This design comes from an exercise in tuning for a short achievable clock period and few clock cycles per item on the open sky130 flow, not from production work.
Only simulation tests tie the RTL to the original design; equivalence was not proved.
No activity file was given, so power comes from the tool's default toggle rates.

`design.v`:
```
module gbr_engine (
    input  wire        clk,
    input  wire        rst,
    input  wire        start,
    input  wire [23:0] resume_lin,    
    input  wire [8:0]  resume_bank,   
    output reg         busy,
    output reg         done,
    output reg  [2:0]  err_code,
    output reg  [1:0]  err_ctx,
    output reg  [2:0]  variant,
    output reg         out_valid,
    output reg  [7:0]  out_data,
    output reg  [8:0]  out_bank,
    output reg  [15:0] addr,
    output reg         rd_n,
    output reg         wr_n,
    output reg         cs_n,
    output wire        rst_n,
    output reg         xfer_req,
    output reg  [23:0] xfer_tx,
    input  wire        xfer_ack,
    input  wire        xfer_fail,
    input  wire [7:0]  xfer_rdata
);
    assign rst_n = 1'b1;
    localparam [23:0] F_IOCON  = 24'h400520;    
    localparam [23:0] F_DIRIN  = 24'h4000FF;    
    localparam [23:0] F_DIROUT = 24'h400000;    
    localparam [23:0] F_READ   = 24'h410900;    
    localparam [15:0] F_WRITE  = 16'h4009;      
    localparam [2:0]  V_NONE = 3'd0, V_ROM = 3'd1, V_MBC1 = 3'd2,
                      V_MBC2 = 3'd3, V_MBC3 = 3'd4, V_MBC5 = 3'd5;
    localparam [2:0]  E_OK = 3'd0, E_BUS = 3'd1, E_UNSUP = 3'd3, E_HDR = 3'd4;
    localparam [1:0]  C_INIT = 2'd0, C_HDR = 2'd1, C_BSEL = 2'd2, C_DATA = 2'd3;
    reg        s_i0, s_i1w, s_i1p, s_i2w, s_i2p;         
    reg [11:0] s_r;                                       
    reg        s_x0, s_x1, s_x2;                          
    reg        s_rdw, s_rdp, s_wdw, s_wdp;                
    reg [10:0] s_w;                                       
    reg        s_fd;                                      
    reg        s_d0, s_d1, s_d2;                          
    reg        op_h0, op_h1, op_rd, op_w1, op_w2;
    reg        nx_done, nx_disp, nx_h1, nx_rd, nx_w1, nx_w2;
    reg        dir_in;            
    reg        failed;            
    reg        failq;
    reg  [7:0] rdq;
    reg [23:0] rlq;
    reg  [8:0] rbq;
    reg  [7:0] hdr_t, hdr_z;
    reg  [2:0] var_d;
    reg        zbad;
    reg        is_rom, is_mbc1, is_mbc2, is_mbc5, two;
    reg  [8:0] hm;                
    reg [13:0] lin_lo;
    reg  [9:0] lin_hi;
    reg        c14;
    reg  [8:0] bank, nb;
    reg  [7:0] wd1, wd2;
    reg        f_inrange, f_trig, f_low;
    wire [23:0] lin = {lin_hi, lin_lo};
    wire fin_x   = s_x2 & nx_done;
    wire fin_i   = (s_i1p | s_i2p | s_rdp | s_wdp) & failq;
    wire fin_d   = s_d1 & (zbad | (var_d == V_NONE));
    wire fin     = fin_x | fin_i | fin_d | s_fd;
    wire x_rd    = s_x2 & (nx_h1 | nx_rd);
    wire x_wr    = s_x2 & (nx_w1 | nx_w2);
    reg  [2:0] dec_variant;
    always @(*) begin
        case (hdr_t)
            8'h00:                                    dec_variant = V_ROM;
            8'h01, 8'h02, 8'h03:                      dec_variant = V_MBC1;
            8'h05, 8'h06:                             dec_variant = V_MBC2;
            8'h0F, 8'h10, 8'h11, 8'h12, 8'h13:        dec_variant = V_MBC3;
            8'h19, 8'h1A, 8'h1B, 8'h1C, 8'h1D, 8'h1E: dec_variant = V_MBC5;
            default:                                  dec_variant = V_NONE;
        endcase
    end
    wire [7:0] inc8 = bank[7:0] + 8'd1;
    reg  [8:0] next_bank;
    always @(*) begin
        if (is_mbc5)
            next_bank = bank + 9'd1;
        else if (is_mbc1)
            next_bank = {1'b0, inc8[7:1],
                         inc8[0] | ((inc8[4:0] == 5'd0) & ~inc8[7] & (inc8[6] | inc8[5]))};
        else
            next_bank = {1'b0, inc8};
    end
    always @(posedge clk) begin
        if (rst) begin
            busy     <= 1'b0;
            done     <= 1'b0;
            out_valid <= 1'b0;
            xfer_req <= 1'b0;
            rd_n     <= 1'b1;
            wr_n     <= 1'b1;
            cs_n     <= 1'b1;
            s_i0 <= 1'b0; s_i1w <= 1'b0; s_i1p <= 1'b0; s_i2w <= 1'b0; s_i2p <= 1'b0;
            s_r  <= 12'd0;
            s_x0 <= 1'b0; s_x1 <= 1'b0; s_x2 <= 1'b0;
            s_rdw <= 1'b0; s_rdp <= 1'b0; s_wdw <= 1'b0; s_wdp <= 1'b0;
            s_w  <= 11'd0;
            s_fd <= 1'b0;
            s_d0 <= 1'b0; s_d1 <= 1'b0; s_d2 <= 1'b0;
        end else begin
            busy      <= busy ? ~fin : start;
            done      <= fin;
            out_valid <= s_r[11] & op_rd & ~failed;
            s_i0  <= ~busy & start;
            s_i1w <= s_i0 | (s_i1w & ~xfer_ack);
            s_i1p <= s_i1w & xfer_ack;
            s_i2w <= (s_i1p & ~failq) | (s_i2w & ~xfer_ack);
            s_i2p <= s_i2w & xfer_ack;
            s_r[0]  <= (s_i2p & ~failq) | (x_rd & dir_in) | (s_rdp & ~failq);
            s_r[6:1] <= s_r[5:0];
            s_r[7]  <= s_r[6] | (s_r[7] & ~xfer_ack);
            s_r[8]  <= s_r[7] & xfer_ack;
            s_r[11:9] <= s_r[10:8];
            s_x0 <= s_r[11] | s_w[10] | s_d2;
            s_x1 <= s_x0;
            s_x2 <= s_x1;
            s_rdw <= (x_rd & ~dir_in) | (s_rdw & ~xfer_ack);
            s_rdp <= s_rdw & xfer_ack;
            s_wdw <= (x_wr & dir_in) | (s_wdw & ~xfer_ack);
            s_wdp <= s_wdw & xfer_ack;
            s_w[0]  <= (x_wr & ~dir_in) | (s_wdp & ~failq);
            s_w[2:1] <= s_w[1:0];
            s_w[3]  <= s_w[2] | (s_w[3] & ~xfer_ack);
            s_w[4]  <= s_w[3] & xfer_ack;
            s_w[5]  <= s_w[4] & ~failq;
            s_w[10:6] <= s_w[9:5];
            s_fd    <= s_w[4] & failq;
            s_d0 <= s_x2 & nx_disp;
            s_d1 <= s_d0;
            s_d2 <= s_d1 & ~fin_d;
            xfer_req <= s_i0 | (s_i1p & ~failq) | (x_rd & ~dir_in) |
                        (x_wr & dir_in) | s_r[6] | s_w[2] |
                        (xfer_req & ~xfer_ack);
            if ((s_i2p & ~failq) | (x_rd & dir_in) | (s_rdp & ~failq))
                rd_n <= 1'b0;
            else if (s_r[7] & xfer_ack)
                rd_n <= 1'b1;
            if (s_r[3] | (x_wr & ~dir_in) | (s_wdp & ~failq))
                cs_n <= 1'b0;
            else if (s_r[11] | s_w[10] | (s_w[4] & failq))
                cs_n <= 1'b1;
            if (s_w[4] & ~failq)
                wr_n <= 1'b0;
            else if (s_w[5])
                wr_n <= 1'b1;
        end
    end
    always @(posedge clk) begin
        failq <= xfer_fail;
        rdq   <= xfer_rdata;
        rlq   <= resume_lin;
        rbq   <= resume_bank;
        if (s_i0)
            xfer_tx <= F_IOCON;
        else if ((s_i1p & ~failq) | (x_rd & ~dir_in))
            xfer_tx <= F_DIRIN;
        else if (x_wr & dir_in)
            xfer_tx <= F_DIROUT;
        else if (s_r[6])
            xfer_tx <= F_READ;
        else if (s_w[2])
            xfer_tx <= {F_WRITE, op_w1 ? wd1 : wd2};
        if (s_i0) begin
            err_code <= E_OK;
            err_ctx  <= C_INIT;
            variant  <= V_NONE;
            addr     <= 16'h0147;
            failed   <= 1'b0;
            op_h0    <= 1'b1;
            op_h1    <= 1'b0;
            op_rd    <= 1'b0;
            op_w1    <= 1'b0;
            op_w2    <= 1'b0;
        end
        if ((s_i1p | s_i2p) & failq) begin
            err_code <= E_BUS;
            err_ctx  <= C_INIT;
        end
        if ((s_r[8] | s_rdp) & failq) begin
            err_code <= E_BUS;
            err_ctx  <= op_rd ? C_DATA : C_HDR;
        end
        if ((s_w[4] | s_wdp) & failq) begin
            err_code <= E_BUS;
            err_ctx  <= C_BSEL;
        end
        if (s_i2p | s_rdp)
            dir_in <= 1'b1;
        if (s_wdp)
            dir_in <= 1'b0;
        if (s_r[8]) begin
            failed   <= failq;
            out_data <= rdq;
            if (op_h0) hdr_t <= rdq;
            if (op_h1) hdr_z <= rdq;
        end
        if (s_r[11])
            out_bank <= bank;
        if (s_x0) begin
            nx_done <= failed | (op_rd & ~f_inrange);
            nx_disp <= op_h1 & ~failed;
            nx_h1   <= op_h0 & ~failed;
            nx_rd   <= (op_rd & f_inrange & ~f_trig & ~failed) | (op_w1 & ~two) | op_w2;
            nx_w1   <= op_rd & f_inrange & f_trig & ~failed;
            nx_w2   <= op_w1 & two;
        end
        if (s_x1) begin
            op_h0 <= 1'b0;
            op_h1 <= nx_h1;
            op_rd <= nx_rd;
            op_w1 <= nx_w1;
            op_w2 <= nx_w2;
            if (nx_h1)
                addr <= 16'h0148;
            else if (nx_w1)
                addr <= is_mbc2 ? 16'h2100 : 16'h2000;
            else if (nx_w2)
                addr <= is_mbc1 ? 16'h4000 : 16'h3000;
            else
                addr <= {1'b0, ~f_low, lin_lo};
            if (nx_w1)
                bank <= nb;
        end
        if (s_d0) begin
            var_d <= dec_variant;
            zbad  <= (hdr_z > 8'd8);
        end
        if (s_d1) begin
            if (zbad) begin
                err_code <= E_HDR;
                err_ctx  <= C_HDR;
            end else if (var_d == V_NONE) begin
                err_code <= E_UNSUP;
                err_ctx  <= C_HDR;
            end else begin
                variant <= var_d;
            end
            is_rom  <= (var_d == V_ROM);
            is_mbc1 <= (var_d == V_MBC1);
            is_mbc2 <= (var_d == V_MBC2);
            is_mbc5 <= (var_d == V_MBC5);
            two     <= (var_d == V_MBC1) | (var_d == V_MBC5);
            hm[0] <= (var_d == V_ROM) | (hdr_z[3:0] == 4'd0);
            hm[1] <= (var_d == V_ROM) | (hdr_z[3:0] <= 4'd1);
            hm[2] <= (var_d == V_ROM) | (hdr_z[3:0] <= 4'd2);
            hm[3] <= (var_d == V_ROM) | (hdr_z[3:0] <= 4'd3);
            hm[4] <= (var_d == V_ROM) | (hdr_z[3:0] <= 4'd4);
            hm[5] <= (var_d == V_ROM) | (hdr_z[3:0] <= 4'd5);
            hm[6] <= (var_d == V_ROM) | (hdr_z[3:0] <= 4'd6);
            hm[7] <= (var_d == V_ROM) | (hdr_z[3:0] <= 4'd7);
            hm[8] <= (var_d == V_ROM) | (hdr_z[3:0] <= 4'd8);
            case (var_d)
                V_ROM:   bank <= 9'd0;
                V_MBC5:  bank <= rbq;
                default: bank <= {1'b0, rbq[7:0]};
            endcase
            op_h1 <= 1'b0;
            op_rd <= 1'b1;
            failed <= 1'b0;
        end
        if (s_d1) begin
            lin_lo <= rlq[13:0];
            lin_hi <= rlq[23:14];
        end else begin
            if (s_r[8] & op_rd) begin
                lin_lo <= lin_lo + 14'd1;
                c14    <= &lin_lo;
            end
            if (s_r[9] & op_rd & c14)
                lin_hi <= lin_hi + 10'd1;
        end
        f_inrange <= ~|(lin[23:15] & hm);
        f_trig    <= ~is_rom & (lin_lo == 14'd0) & (lin_hi != 10'd0);
        f_low     <= (lin_hi == 10'd0);
        nb        <= next_bank;
        wd1       <= is_mbc1 ? {3'b000, bank[4:0]} :
                     is_mbc2 ? {4'b0000, bank[3:0]} : bank[7:0];
        wd2       <= is_mbc1 ? {6'b000000, bank[6:5]} : {7'b0000000, bank[8]};
    end
endmodule
```
`run.sh`:
```
#!/bin/bash
# synth_recipe.tcl (not shown) runs the flow's synth.tcl, then flattens the netlist and writes it again
# the make line also repeats each setting of config.mk as NAME=value (left out here)
make -C /OpenROAD-flow-scripts/flow DESIGN_CONFIG=/design/flow/config.mk WORK_HOME=/design/flow/orfs CLKGATE_MAP_FILE= SYNTH_SCRIPT=/design/flow/synth_recipe.tcl finish
```
`config.mk`:
```
export PLATFORM = sky130hd
export DESIGN_NAME = gbr_engine
export DESIGN_NICKNAME = gbr_engine
export VERILOG_FILES = /design/flow/design.v
export SDC_FILE = /design/flow/constraint.sdc
export NUM_CORES = 4
export LEC_CHECK = 0
export ABC_CLOCK_PERIOD_IN_PS = 2000
export CAP_MARGIN = 20
export CORE_MARGIN = 2
export CORE_UTILIZATION = 60
export PLACE_DENSITY = 0.7
export SETUP_SLACK_MARGIN = 5
export SLEW_MARGIN = 20
```
`constraint.sdc`:
```
create_clock -name core_clock -period 10.0 [get_ports {clk}]
set_input_delay 2.0000 -clock core_clock [delete_from_list [all_inputs] [get_ports {clk}]]
set_output_delay 2.0000 -clock core_clock [all_outputs]
set_load 0.01 [all_outputs]
```
==> results of run 1 <==
[metal layers]
metal  vias up  part of all wire, %
met5         -                    0
met4         0                  2.3
met3        28                  4.7
met2       160                   49
met1      2673                   44
li1       2746                    -
[cells in the final DEF (no fill, tap or decap), types with 3 or more instances in the layout]
| cell type | instances |
|---|---|
| edfxtp_1 | 108 |
| nand2_1 | 52 |
| inv_1 | 32 |
| dfxtp_1 | 134 |
| nand4_1 | 9 |
| nor4_1 | 10 |
| nor2b_1 | 26 |
| and2_1 | 17 |
| mux2_2 | 5 |
| clkinv_2 | 5 |
| o21a_1 | 4 |
| a32o_1 | 4 |
| a21boi_0 | 3 |
| a22oi_1 | 5 |
| xnor2_1 | 13 |
| clkbuf_1 | 4 |
| and3_1 | 15 |
| ha_1 | 10 |
| a21o_1 | 4 |
| nand3b_1 | 4 |
| conb_1 | 14 |
| a21oi_1 | 22 |
| or2_2 | 5 |
| clkbuf_16 | 25 |
| bufinv_16 | 3 |
| nand2b_1 | 5 |
| o21ai_0 | 42 |
| clkdlybuf4s50_1 | 104 |
| nor3_1 | 18 |
| nor3b_1 | 6 |
| a211oi_1 | 8 |
| a221oi_1 | 6 |
| xor2_1 | 11 |
| o31ai_1 | 3 |
| nand3_1 | 24 |
| nor2_1 | 41 |
[how the worst max path moves through the flow]
| stage | depth (start not counted) | slack (ps) | from | end |
|---|---|---|---|---|
| floorplan | 3 | 7450 | rst | rd_n$_SDFFE_PP1P_ |
| global placement | 4 | 6650 | rst | s_i1p$_SDFF_PP0_ |
| detailed placement | 4 | 6610 | rst | s_r[8]$_SDFF_PP0_ |
| CTS | 1 | 6550 | addr[14]$_SDFFCE_PP0P_ | addr[14] |
| global route | 1 | 6540 | variant[0]$_DFF_P_ | variant[0] |
| finish | 1 | 6580 | variant[0]$_DFF_P_ | variant[0] |
[layout make-up]
type / count / share of cell area (%)
Clock buffer: 33 / 6.36
Clock inverter: 11 / 1.33
Inverter: 32 / 1.12
Multi-Input combinational cell: 416 / 23.5
Sequential cell: 243 / 55.6
Tap cell: 184 / 2.15
Timing Repair Buffer: 106 / 9.87
[stage by stage]
step	setup slack (ps)	hold WS, ps	instance area (µm²)	utilization (%)	cells
detailed placement	6610	427	9870	68.4	981
finish	6580	439	10700	74.1	1025
global route	6540	459	10700	74.1	1025
floorplan	7450	411	8800	-	730
CTS	6550	443	10700	74.1	1025
global placement	6650	417	9870	68.4	981
[flip-flops by register name, summed over array words and instances (netlist names), 10 cells and up]
name,cells
rlq,24
addr,15
lin_lo,14
s_r,12
xfer_tx,12
s_w,11
lin_hi,10
[power by group]
part	switching (mW)	leakage [nW]	internal, mW
Clock	0.355	0.406	0.556
Sequential	0.00934	2.08	1.05
Combinational	0.0177	1.44	0.0284
Total	0.382	3.93	1.63
[kinds of logic (layout without fill, tap and decap cells)]
logic type      Yosys count  in the layout
fa+ha+maj                10             10
buf+inv                  71            182
simple gates            241            241
flops                   243            243
other cells               2             14
compound gates          122            122
mux                       5              5
xor+xnor                 24             24
==> run summary, run 1 <==
- Status: complete, no violations
- DRT Pass-1 Iters: 5
- Core area: 0.0144 mm²
- Die X-Extent: 125 µm
- Power after layout: 2.01 mW
- Vias in the first global route: 5484
- Final Cycle Share: 34.2%
- Clock sink count: 243
- IO Port Bufs: 104
- Final hold viol count: 0
- Cts bufs inserted: 24
- Hold Crit Depth: 1
- Top-count cell post-synth: dfxtp_1
- Fraction of layout cells with a size suffix above 1: 7.37%
- Grt ovf: 0
- Worst Skew: 17.8 ps
- Number of routed nets with antenna violations: 0
- Post-synthesis adder-cell area fraction: 1.43%
- CTS resizes: 0
- Die span in y: 125 µm
- Drt drc: 0
- Met2 GRT Util: 35.8%
- Routability cong.: 0.823
- CP Launch Type: flip-flop
- Final Setup Violations: 0
- GR Util met1: 27.6%
- Clk slew on worst S/H paths: 60 ps
- CP required: 8000 ps
- Area leader, netlist: edfxtp_1
- Post-CTS setup buffer count: 0
- R2R setup slack: 7940 ps
- Worst R2R Path Depth: 2
- Ys Warns: 1
- CTS tree: done
- Storage cell area: 0.00595 mm²
- Pin count of the biggest net entering global routing: 92
- H-tree levels: 1
- Cell variety after synth: 63
- Hold/Removal Path Class: reg -> reg
- Flops & latches, synth: 243
- # diodes: 0
- GR peak layer: met2
- Synth top cells by count: dfxtp_1 (135), edfxtp_1 (108), nand2_1 (52)
- Family with the most delay on the worst path: buffers and inverters
- Final min period: 3420 ps
- Top-area cell type share of the netlist area: 37.0%
- Synth Cell Area: 0.00876 mm²
- Initial antenna violation count: 0
- Total wire length: 16500 µm
- Max Slew Vio Count: 0
- Slew HR: 41.5%
- FF-to-FF End: lin_lo[1]$_DFFE_PP_
- Syn_area_per_cell: 12.2 µm²
- Rows: 44
- Final nets: 879
- Mux contribution to synthesized area: 0.643%
- Worst-margin pin slew: 877 ps
- Fillers: 1015
- Via density: 5.47
- Area of the multi-input gates: 0.00252 mm²
- Critical R2R Launch: s_d1$_SDFF_PP0_
- Hold buffer count at cts: 0
- Synth Flop Type: dfxtp_1
- First-pass GRT wire length: 26800 µm
- RSZ-0062 raised after global routing: false
- Async set-reset flop share out of synthesis: 0%
- Setup TNS: 0 ps
- Via count: 5607
- Hold Crit Endpoint: s_w[7]$_SDFF_PP0_
- DR WL/cell: 16.1 µm
- Worst skew pair latency: 520 ps
- Number of I/O pins: 119
- Complex-gate fraction of the synthesized area: 9.20%
- Register area share after synthesis: 67.9%
- Area delta synth->final: 22.1%
- Crit Path Max Fanout: 2
- Max cap viols: 0
- GR Util All Layers: 21.0%
- Clock Tree Buf Depth: 3
- Worst-path cell chain: clkdlybuf4s50_1
- Top area cells in the synthesized netlist: edfxtp_1 (37%), dfxtp_1 (31%), o21ai_0 (2.4%)
- Setup CP Type: reg -> out
- CP max-delay cell: clkdlybuf4s50_1
- Starting Density: 60.7%
- Crit end category: output pin
- Combinational family with the most area after synthesis: simple AND/OR/NAND/NOR gates
- Synth Area in Simple Gates: 14.5%
- Power per cell area: 188 mW/mm²
- Max Freq: 292 MHz
- Die area: 0.0156 mm²
- Hold path start: s_w[6]$_SDFF_PP0_
- EDFF count, synth: 108
- Leak: 3.93 nW
- HPWL Detailed: 11200 µm
- 1st-iter DRT viols: 361
- Critical Path AT: 1420 ps
- Post-synthesis xor/xnor area fraction: 2.40%
- Cell count after synthesis: 718
- CP peak stage delay: 540 ps
- Peak supply drop: 0.183 mV
- CP Buf/Inv Count: 1
- M3 GR Usage: 3.26%
- Clock Tree Root: clkbuf_16
Testbench counts, summed over its fixed seeds: cycles 19,663,340, bytes 1,310,720.
==> inputs of run 2 (changes only) <==
--- a/config.mk
+++ b/config.mk
@@ -6,9 +6,7 @@
 export NUM_CORES = 4
 export LEC_CHECK = 0
-export ABC_CLOCK_PERIOD_IN_PS = 2000
 export CAP_MARGIN = 20
 export CORE_MARGIN = 2
-export CORE_UTILIZATION = 60
-export PLACE_DENSITY = 0.7
-export SETUP_SLACK_MARGIN = 5
+export CORE_UTILIZATION = 40
+export PLACE_DENSITY = 0.6
 export SLEW_MARGIN = 20
==> run summary, run 2 <==
- Area of the multi-input gates: 0.00252 mm² (unchanged)
- Post-CTS setup buffer count: 0 (unchanged)
- Most frequent cells in the layout: dfxtp_1 (134), edfxtp_1 (108), clkdlybuf4s50_1 (104)
- DR WL/cell: 15.1 µm (-6.3%)
- Synth Cell Area: 0.00876 mm² (unchanged)
- H-tree levels: 1 (unchanged)
- Cts bufs inserted: 26 (+8.3%)
- Setup CP Type: reg -> out
- Power after layout: 2.08 mW (+3.1%)
- Routability cong.: 0.821 (-0.29%)
- Vias in the first global route: 5344 (-2.6%)
- HPWL Detailed: 11500 µm (+3.5%)
- Slew HR: 45.5% (+4.0 points)
- Pin count of the biggest net entering global routing: 86 (-6.5%)
- Initial antenna violation count: 0 (unchanged)
- Grt ovf: 0 (unchanged)
- Fillers: 1918 (+89%)
- CP Buf/Inv Count: 1 (unchanged)
- Synth top cells by count: dfxtp_1 (135), edfxtp_1 (108), nand2_1 (52)
- CTS tree: done
- Crit Path Max Fanout: 2 (unchanged)
- Core area: 0.0217 mm² (+50%)
- Hold_ws: 434 ps (-4.77 ps)
- Most flop-heavy register: rlq
- Final nets: 881 (+0.23%)
- Top-count cell post-synth: dfxtp_1
- Worst-path cell chain: clkdlybuf4s50_1
- # diodes: 0 (unchanged)
- Via density: 4.94 (-9.8%)
- Finished Layout Cells: 1125 (+9.8%)
- Max Freq: 289 MHz (-1.0%)
- Flops & latches, synth: 243 (unchanged)
- Biggest regs: rlq: 24 flops, addr: 15 flops, lin_lo: 14 flops
- Crit end category: output pin
- Family with the most delay on the worst path: buffers and inverters
- Max Slew Vio Count: 0 (unchanged)
- Design area: 0.0109 mm² (+1.8%)
- Fraction of layout cells with a size suffix above 1: 7.69% (+0.32 points)
- Drt drc: 0 (unchanged)
- Worst skew pair latency: 520 ps (about the same)
- CTS resizes: 0 (unchanged)
- CP max-delay cell: clkdlybuf4s50_1
- Die span in y: 152 µm (+22%)
- EDFF count, synth: 108 (unchanged)
- Total wire length: 16900 µm (+2.9%)
- Max reg flops: 24 (unchanged)
- CP Launch Type: flip-flop
- Starting Density: 40.4% (-20 points)
- Via count: 5554 (-0.95%)
- Power per cell area: 191 mW/mm² (+1.3%)
- Async set-reset flop share out of synthesis: 0% (unchanged)
- Cell count after synthesis: 718 (unchanged)
- Commonest non-fill, non-tap cell in the layout: dfxtp_1
- GR Util All Layers: 14.5% (-6.5 points)
- IO Port Bufs: 104 (unchanged)
- Number of routed nets with antenna violations: 0 (unchanged)
- Hold buffer count at cts: 0 (unchanged)
- CP peak stage delay: 560 ps (+20 ps)
- Rows: 54 (+23%)
- Syn_area_per_cell: 12.2 µm² (unchanged)
- Cell variety after synth: 63 (unchanged)
- Register area share after synthesis: 67.9% (unchanged)
- Final Cycle Share: 34.6% (+0.36 points)
- Synth Flop Type: dfxtp_1
- Dpl cells: 1077 (+9.8%)
- Area leader, netlist: edfxtp_1
- Peak supply drop: 0.0956 mV (-48%)
- Hold/Removal Path Class: reg -> reg
- Placed inst area: 0.00999 mm² (+1.2%)
- Worst Skew: 12.0 ps (-5.81 ps)
- Status: complete, no violations
- First-pass GRT wire length: 27600 µm (+2.6%)
- Setup TNS: 0 ps (unchanged)
- Area delta synth->final: 24.3%
- Top area cells in the synthesized netlist: edfxtp_1 (37%), dfxtp_1 (31%), o21ai_0 (2.4%)
- CP required: 8000 ps (about the same)
- Clk slew on worst S/H paths: 60 ps (about the same)
- DRT Pass-1 Iters: 4 (-1)
- RSZ-0062 raised after global routing: false
- Leak: 3.96 nW (+1.0%)
- Clock sink count: 243 (unchanged)
- Final hold viol count: 0 (unchanged)
- Final min period: 3460 ps (+35.8 ps)
- Max cap viols: 0 (unchanged)
- 1st-iter DRT viols: 340 (-5.8%)
- Top-area cell type share of the netlist area: 37.0% (unchanged)
- Number of I/O pins: 119 (unchanged)
- Storage cell area: 0.00595 mm² (unchanged)
- Worst-margin pin slew: 818 ps (-59.3 ps)
- Critical Path AT: 1460 ps (+40 ps)
- Die area: 0.0231 mm² (+48%)
- Clock Tree Buf Depth: 3 (unchanged)
- Die X-Extent: 152 µm (+22%)
- Clock Tree Root: clkbuf_16
- Final Setup Violations: 0 (unchanged)
- Ys Warns: 1 (unchanged)
## run 2: cell counts after synthesis
Identical to the previous run, type by type.
## run 2: routing by layer
layer | share of wire (%) | GRT usage [%] | vias up
met3 | 5.6 | 3.08 | 35
met1 | 44 | 19.2 | 2637
met5 | 0 | 0 | -
met2 | 48 | 24.1 | 135
li1 | - | - | 2747
met4 | 2.2 | 4.54 | 0
## run 2: kinds of logic after synthesis
family,share of synthesized area [%]
DFF,67.9
other,0.0857
adders and majority gates,1.43
xor gates and xnor gates,2.40
muxes,0.643
buffers and inverters,3.89
AOI/OAI and AO/OA,9.20
and+or+nand+nor,14.5
## run 2: through the flow
| step | util, % | worst slack [ps] |
|---|---|---|
| after detailed placement | 46.1 | 6600 |
| after CTS | 50.2 | 6520 |
| after floorplan | - | 7450 |
| final | 50.2 | 6540 |
| after global routing | 50.2 | 6480 |
| after global placement | 46.1 | 6620 |
## run 2: final cells by class
type,instances,share of cell area [%]
clock buffer,37,7.21
clock inverter,11,0.989
inverter,32,1.10
multi-input combinational,416,23.1
sequential,243,54.6
tap,280,3.22
timing repair buffer,106,9.70
## run 2: worst paths after layout
path | start | endpoint | slack [ps] | cells after the start
max | variant[2]$_DFF_P_ | variant[2] | 6540 | 1
min | s_r[10]$_SDFF_PP0_ | s_r[11]$_SDFF_PP0_ | 430 | 1
max reg2reg | s_d1$_SDFF_PP0_ | lin_lo[11]$_DFFE_PP_ | 7880 | 2
min reg2reg | s_r[10]$_SDFF_PP0_ | s_r[11]$_SDFF_PP0_ | 430 | 1
## run 2: worst reg2reg max path, delay by kind of cell (launching register included)
kind,cells,cell delay [ps]
buffers and inverters,1,640
flip-flops,1,380
AND/OR/NAND/NOR,1,710
## run 2: where the power goes
| group | leakage (nW) | internal, mW | switching [mW] |
|---|---|---|---|
| clock | 0.446 | 0.597 | 0.376 |
| sequential | 2.08 | 1.05 | 0.00970 |
| combinational | 1.44 | 0.0283 | 0.0175 |
==> inputs of run 3 (changes only) <==
==> flow/run.sh (new file) <==
#!/bin/bash
set -euo pipefail
bash standard.sh \
  SETUP_SLACK_MARGIN=7.6 \
  "BUFFER_PORTS_ARGS=-buffer_cell sky130_fd_sc_hd__buf_4" \
  finish > standard_flow.log 2>&1
==> standard.sh (new file) <==
#!/bin/bash
# synth_recipe.tcl (not shown) runs the flow's synth.tcl, then flattens the netlist and writes it again
# the make line also repeats each setting of config.mk as NAME=value (left out here)
make -C /OpenROAD-flow-scripts/flow DESIGN_CONFIG=/design/flow/config.mk WORK_HOME=/design/flow/orfs CLKGATE_MAP_FILE= SYNTH_SCRIPT=/design/flow/synth_recipe.tcl "${@:-finish}"
--- a/config.mk
+++ b/config.mk
@@ -6,7 +6,8 @@
 export NUM_CORES = 4
 export LEC_CHECK = 0
+export ABC_CLOCK_PERIOD_IN_PS = 2000
 export CAP_MARGIN = 20
 export CORE_MARGIN = 2
-export CORE_UTILIZATION = 40
-export PLACE_DENSITY = 0.6
+export CORE_UTILIZATION = 60
+export PLACE_DENSITY = 0.7
 export SLEW_MARGIN = 20
removed: run.sh
==> run summary, run 3 <==
- Status: complete, no violations
- CP peak stage delay: 410 ps (-150 ps)
- H-tree levels: 1 (unchanged)
- First-pass GRT wire length: 27700 µm (+0.45%)
- Number of routed nets with antenna violations: 0 (unchanged)
- Critical R2R Launch: s_d1$_SDFF_PP0_
- Cell count after synthesis: 718 (unchanged)
- Register area share after synthesis: 67.9% (unchanged)
- Max cap viols: 0 (unchanged)
- Via density: 5.45 (+10%)
- Setup TNS: 0 ps (unchanged)
- Worst setup margin: 6940 ps (+394 ps)
- M3 GR Usage: 3.82% (+0.74 points)
- Ys Warns: 1 (unchanged)
- Area leader, netlist: edfxtp_1
- GR Util met1: 29.0% (+9.8 points)
- CP Buf/Inv Count: 1 (unchanged)
- CP max-delay cell: edfxtp_1
- # diodes: 0 (unchanged)
- Worst-margin pin slew: 855 ps (+37.5 ps)
- GR Util All Layers: 21.8% (+7.3 points)
- Die area: 0.0156 mm² (-33%)
- Number of I/O pins: 119 (unchanged)
- Family with the most delay on the worst path: flip-flops
- Crit end category: output pin
- Hold Crit Endpoint: f_inrange$_DFF_P_
- Vias in the first global route: 5589 (+4.6%)
- Drt drc: 0 (unchanged)
- CP required: 8000 ps (about the same)
- Grt ovf: 0 (unchanged)
- Crit Path Max Fanout: 1 (-1)
- Total wire length: 16800 µm (-0.82%)
- IO Port Bufs: 104 (unchanged)
- R2R setup slack: 7960 ps (+80 ps)
- Setup CP Type: reg -> out
- RSZ-0062 raised after global routing: true
- Leak: 4.16 nW (+4.8%)
- Util after Layout: 74.7% (+24 points)
- Worst Skew: 13.9 ps (+1.91 ps)
- Fillers: 947 (-51%)
- HPWL Detailed: 11200 µm (-2.9%)
- Clock Tree Root: clkbuf_16
- DRT Pass-1 Iters: 5 (+1)
- Met2 GRT Util: 37.5% (+13 points)
- Die X-Extent: 125 µm (-18%)
- Hold_ws: 430 ps (-4.27 ps)
- DR WL/cell: 16.2 µm (+7.7%)
- Final nets: 890 (+1.0%)
- Peak supply drop: 0.175 mV (+83%)
- Core area: 0.0144 mm² (-33%)
- FF-to-FF End: lin_lo[11]$_DFFE_PP_
- Hold Crit Depth: 1 (unchanged)
- Final Setup Violations: 0 (unchanged)
- Cts bufs inserted: 24 (-7.7%)
- Max Freq: 327 MHz (+13%)
- Final Cycle Share: 30.6% (-3.9 points)
- Async set-reset flop share out of synthesis: 0% (unchanged)
- CTS tree: done
- Power after layout: 2.01 mW (-3.3%)
- Cell variety after synth: 63 (unchanged)
- Top-area cell type share of the netlist area: 37.0% (unchanged)
- Top area cells in the synthesized netlist: edfxtp_1 (37%), dfxtp_1 (31%), o21ai_0 (2.4%)
- Initial antenna violation count: 0 (unchanged)
- Hold path start: hm[5]$_DFFE_PP_
- Area delta synth->final: 22.9%
- Slew HR: 43.0% (-2.5 points)
- Worst skew pair latency: 510 ps (about the same)
- Most frequent cells in the layout: edfxtp_1 (108), dfxtp_1 (107), buf_4 (62)
- Commonest non-fill, non-tap cell in the layout: edfxtp_1
- Final min period: 3060 ps (-394 ps)
- Clock sink count: 243 (unchanged)
- Max reg flops: 24 (unchanged)
- Clk slew on worst S/H paths: 60 ps (about the same)
- Most flop-heavy register: rlq
- Die span in y: 125 µm (-18%)
- CP Launch Type: flip-flop
- Worst R2R Path Depth: 2 (unchanged)
- Post-place setup slack: 7230 ps (+625 ps)
- Starting Density: 60.7% (+20 points)
- Hold/Removal Path Class: reg -> reg
- Critical Path AT: 1060 ps (-400 ps)
- Hold buffer count at cts: 0 (unchanged)
- Pin count of the biggest net entering global routing: 92 (+7.0%)
- Final hold viol count: 0 (unchanged)
- Synth Flop Type: dfxtp_1
- Biggest regs: rlq: 24 flops, addr: 15 flops, lin_lo: 14 flops
- Synth Cell Area: 0.00876 mm² (unchanged)
- Flops & latches, synth: 243 (unchanged)
- Worst-path cell chain: buf_6
- Rows: 44 (-19%)
- EDFF count, synth: 108 (unchanged)
- Fraction of layout cells with a size suffix above 1: 24.2% (+16 points)
- Synth top cells by count: dfxtp_1 (135), edfxtp_1 (108), nand2_1 (52)
- GR peak layer: met2
- Power per cell area: 186 mW/mm² (-2.2%)
- Max Slew Vio Count: 0 (unchanged)
- Clock Tree Buf Depth: 3 (unchanged)
- Routability cong.: 0.859 (+4.6%)
- Top-count cell post-synth: dfxtp_1
- Via count: 5646 (+1.7%)
- 1st-iter DRT viols: 403 (+19%)
- Syn_area_per_cell: 12.2 µm² (unchanged)
[run 3: cell counts after synthesis]
Identical to the previous run, type by type.
[run 3: layer usage]
metal	vias to the layer above	wire length, µm
li1	2762	-
met1	2706	7200
met2	157	8500
met3	21	903
met4	0	206
met5	-	0
[run 3: worst max-delay path by stage]
stage                     slack (ps)              startpoint  cells after the start                end
after detailed placement        7230                     rst                      3    busy$_SDFF_PP0_
after global routing            6900  addr[11]$_SDFFCE_PP0P_                      1           addr[11]
after CTS                       6910   out_bank[8]$_DFFE_PP_                      1        out_bank[8]
final                           6940  addr[11]$_SDFFCE_PP0P_                      1           addr[11]
after global placement          7260                     rst                      3    busy$_SDFF_PP0_
after floorplan                 7580                     rst                      3  rd_n$_SDFFE_PP1P_
[run 3: stage by stage]
stage | instances | cell area [µm²]
after CTS | 1034 | 10700
final | 1036 | 10800
after global placement | 980 | 9630
after detailed placement | 980 | 9630
after floorplan | 730 | 8860
after global routing | 1036 | 10800
[run 3: cells by family after synthesis]
logic type	share of synthesized area [%]
AOI/OAI and AO/OA	9.20
DFF	67.9
adders and majority gates	1.43
buffers and inverters	3.89
and+or+nand+nor	14.5
xor gates and xnor gates	2.40
other	0.0857
muxes	0.643
[run 3: timing repair]
item	4_1_cts	5_1_grt
endpoints found under the setup margin	59	59
gates cloned	0	0
pin swaps	0	0
gates resized for setup	74	8
setup buffers	10	2
[run 3: layout make-up]
type / instances / area, µm² / share of cell area [%]
Multi-Input combinational cell: 416 / 2530 / 23.5
Timing Repair Buffer: 117 / 1080 / 10.1
Clock inverter: 13 / 123 / 1.14
Sequential cell: 243 / 5980 / 55.5
Tap cell: 184 / 230 / 2.14
Clock buffer: 31 / 689 / 6.40
Inverter: 32 / 133 / 1.23
[run 3: power by group]
| group | internal [mW] | switching [mW] | leakage (nW) |
|---|---|---|---|
| sequential | 1.05 | 0.0101 | 2.09 |
| combinational | 0.0269 | 0.0190 | 1.67 |
| clock | 0.540 | 0.364 | 0.402 |
| total | 1.61 | 0.393 | 4.16 |

-- static timing again, ports no longer ideal --
How much do the figures lean on ideal ports? The routed layouts below were timed once more, with nothing changed but the port constraints.
Step 1 (the two cells are an assumption about what drives the block):
set clk [get_ports {clk}]
set_driving_cell -lib_cell sky130_fd_sc_hd__clkbuf_16 $clk
set_driving_cell -lib_cell sky130_fd_sc_hd__buf_2 [delete_from_list [all_inputs] $clk]
Step 2 also shifts input and output timing later by t, the mid clock arrival at the registers, as if the neighbouring blocks saw the same clock.
a / b / c = ideal ports / drivers / drivers and shift; a / b = the first two.
run | shift t [ns] | setup WS [ns] | worst setup path after step 2
run 1 | 0.554 | 6.580 / 6.536 / 6.588 | input to register
run 2 | 0.560 | 6.544 / 6.500 / 6.595 | input to register
run 3 | 0.548 | 6.938 / 6.895 / 7.217 | input to register
After both steps every run listed still meets setup and hold.
